From an optimization exercise on the open Yosys and OpenROAD flow, aimed at small area, a short achievable clock period and few clock cycles; shortcuts taken in it are not production practice. RTL that was checked went through simulation tests only; none was proved equivalent to the original. Power and IR drop assume default switching activity.

Setup of run A:
## sbtp_framer
module sbtp_framer (
    input  wire       clk,
    input  wire       rst,
    input  wire       tx_in_valid,
    output wire       tx_in_ready,
    input  wire [7:0] tx_in_data,
    input  wire       tx_in_last,
    input  wire       tx_in_empty,
    output wire       tx_out_valid,
    input  wire       tx_out_ready,
    input  wire       tx_out_err,
    output wire [7:0] tx_out_data,
    output wire       tx_done,
    output wire [1:0] tx_status,
    input  wire       rx_in_valid,
    output wire       rx_in_ready,
    input  wire [7:0] rx_in_data,
    input  wire       rx_in_err,
    output wire       rx_res_valid,
    output wire [1:0] rx_res_status,
    output wire [7:0] rx_res_len,
    output wire       rx_out_valid,
    input  wire       rx_out_ready,
    output wire [7:0] rx_out_data,
    output wire       rx_out_last
);
export LEC_CHECK = 0
export CAP_MARGIN = 20
export CORE_MARGIN = 2
export CORE_UTILIZATION = 40
export CTS_CLUSTER_DIAMETER = 80
export CTS_CLUSTER_SIZE = 30
export GPL_ROUTABILITY_DRIVEN = 0
export PLACE_DENSITY = 0.6
export SETUP_SLACK_MARGIN = 5.0
export SLEW_MARGIN = 20
create_clock -name core_clock -period 8.0 [get_ports {clk}]
run.sh (not shown) runs the stock make flow with config.mk's settings and CLKGATE_MAP_FILE= SYNTH_SCRIPT=/design/flow/synth_recipe.tcl, a recipe that flattens the netlist after the stock synthesis.
Modified inputs, run B compared to run A
Settings: changing CORE_UTILIZATION from 40 to 50; changing CTS_CLUSTER_DIAMETER from 80 to 70; changing PLACE_DENSITY from 0.6 to 0.72; removing GPL_ROUTABILITY_DRIVEN (formerly 0).
Notes after the runs:
- Run B completed every stage of the flow, and the final layout passed the timing, DRC and antenna checks.
- In the tables for run A and run B, number of setup buffers added after CTS reads lower with run B.
- When run B is set beside run A, its final routed wire length divided by cell count turns out to be 1.1 microns larger.
- Run B vs run A, highest routing layer actually used: met5 vs met4
- Against run A as the reference, run B delivers a lower final instance area.
- Higher post-route non-filler standard cell count was reported by run A, not run B.
- In the reports for run A and run B, the larger critical path depth belongs to run A.
> inputs changed (run B -> run C)
Settings: ABC_CLOCK_PERIOD_IN_PS: unset -> 3000; CORE_UTILIZATION: 50 -> 40; PLACE_DENSITY: 0.72 -> 0.6; CTS_CLUSTER_DIAMETER: 70 -> 80.
Notes after the runs:
The clock period minus worst slack was comparable across run B and run C. On share of the synthesized area in compound gates (AO/OA/AOI/OAI), run B and run C are basically level. Between run B and run C, the difference in total power after layout is negligible. Routed wire length: run C > run B. Run C against run B: setup slack closely matched the old numbers, final design area excluding fillers climbed 920 sq um.
Input changes introduced in run D (baseline for comparison: run C):
Settings: CTS_CLUSTER_SIZE now 32, was 30; PLACE_DENSITY now 0.65, was 0.6; CORE_UTILIZATION now 45, was 40; ABC_CLOCK_PERIOD_IN_PS no longer set, was 3000.
- Run D ends up with a first-pass GRT wire length that is about 1.4% lower than in run C.
- Run D has synthesis-to-finish area growth below what run C had.
- ~same time the worst path needs with I/O delays and setup in run C and run D
- | multi-input combinational area share | run D vs run C | ≈ equal |
- In the flow results for run C and run D, the peak per-stage delay on the critical path is smaller on run C.
- Share of power burned in combinational logic: run D vs run C, no meaningful difference
No functional check of the RTL was part of any run of this note.

========
Starting RTL as in the previous note.
clock: 8.0 ns
lec_check: 0
cap_margin: 20
core_margin: 2
core_utilization: 45
cts_cluster_diameter: 70
cts_cluster_size: 32
place_density: 0.65
setup_slack_margin: 5.0
slew_margin: 20
Edit:
- CORE_UTILIZATION: 45 -> 40
- CTS_CLUSTER_DIAMETER: 70 -> 80
- CTS_CLUSTER_SIZE: 32 -> 30
- PLACE_DENSITY: 0.65 -> 0.6
Outcome:
- combinational power hardly moves
- setup slack improves by 0.019 ns
- die area increases by 12%
- sequential share of layout area went down by 0.12 points
- flip-flop and latch count is unchanged
- total power drops by 0.46%
No functional check of the RTL was part of any run of this note.

========
== oak ==
Another version of the RTL of sbtp_framer (not shown whole).
For scale: ~7000 cells after synthesis, roughly 4700 flip-flops, roughly 61 I/O pins, roughly 0.12 sq mm of cells after synthesis.
export LEC_CHECK = 0
export CAP_MARGIN = 20
export CORE_MARGIN = 2
export CORE_UTILIZATION = 40
export PLACE_DENSITY = 0.6
export SETUP_SLACK_MARGIN = 4.6
export SLEW_MARGIN = 20
create_clock -name core_clock -period 8.0 [get_ports {clk}]
Testbench counts of oak, summed over its fixed seeds: cycles 17,389.
#### Input delta (pine over oak)
- putting CTS_CLUSTER_DIAMETER at 80 where nothing was set
- putting CTS_CLUSTER_SIZE at 30 where nothing was set
- swapping 4.6 for 5.0 in SETUP_SLACK_MARGIN
Findings:
pine: full flow OK, the timing, DRC and antenna checks passed. Side by side, setup slack of the critical path after layout turned out higher in pine than in oak. pine ended up with u_rx.res_status[0] as its beginning of the critical path; oak ended up with tx_out_err. [compare] base=oak new=pine: total power has decreased, share of total power in the clock network -14 points, wire length of the first global-routing pass shows a reduction of 9.6 mm, filler-free cell count of the finished design moved down, clock period minus final worst setup slack decreased 0.28 ns. Going from oak to pine, fmax grew by a little under 10%. Data arrival time of the critical path: higher on oak. From oak to pine the numbers moved as follows: wire length dropped about 1.8%, relative area of non-clock buffer cells in the final design climbed 0.66 points, fill cell instance count of the final layout climbed 3.4%.

## static timing again, ports no longer ideal
Ports are ideal in the flow. The routed layouts listed here were re-timed in OpenROAD. Step 1, drivers: a clkbuf_16 drives clk and a buf_2 each remaining input, both assumed. Step 2 also shifts input and output timing later by t, the mid clock arrival at the registers, as if the neighbouring blocks saw the same clock. Three values: ideal, step 1, step 2; two values: the first two.
run | t (ns) | setup WS [ns] | latest minus earliest clock arrival (ns)
run A | 0.943 | 4.999 / 4.944 / 4.116 | 0.109 / 0.108
run B | 0.918 | 4.998 / 4.920 / 4.094 | 0.060 / 0.060
run C | 0.943 | 4.999 / 4.944 / 4.116 | 0.109 / 0.108
run D | 0.923 | 4.997 / 4.914 / 4.105 | 0.070 / 0.070
the first run of note 2 | 0.932 | 4.980 / 4.886 / 4.182 | 0.092 / 0.091
the second run of note 2 | 0.943 | 4.999 / 4.944 / 4.116 | 0.109 / 0.108
oak | 1.006 | 4.693 / 4.634 / 3.670 | 0.115 / 0.116
pine | 0.927 | 4.978 / 4.885 / 4.135 | 0.089 / 0.089
After both steps setup and hold are still met in every run listed. For oak, which loses most, drivers alone change the setup slack by -0.059 ns; drivers and shift together by -1.023 ns.
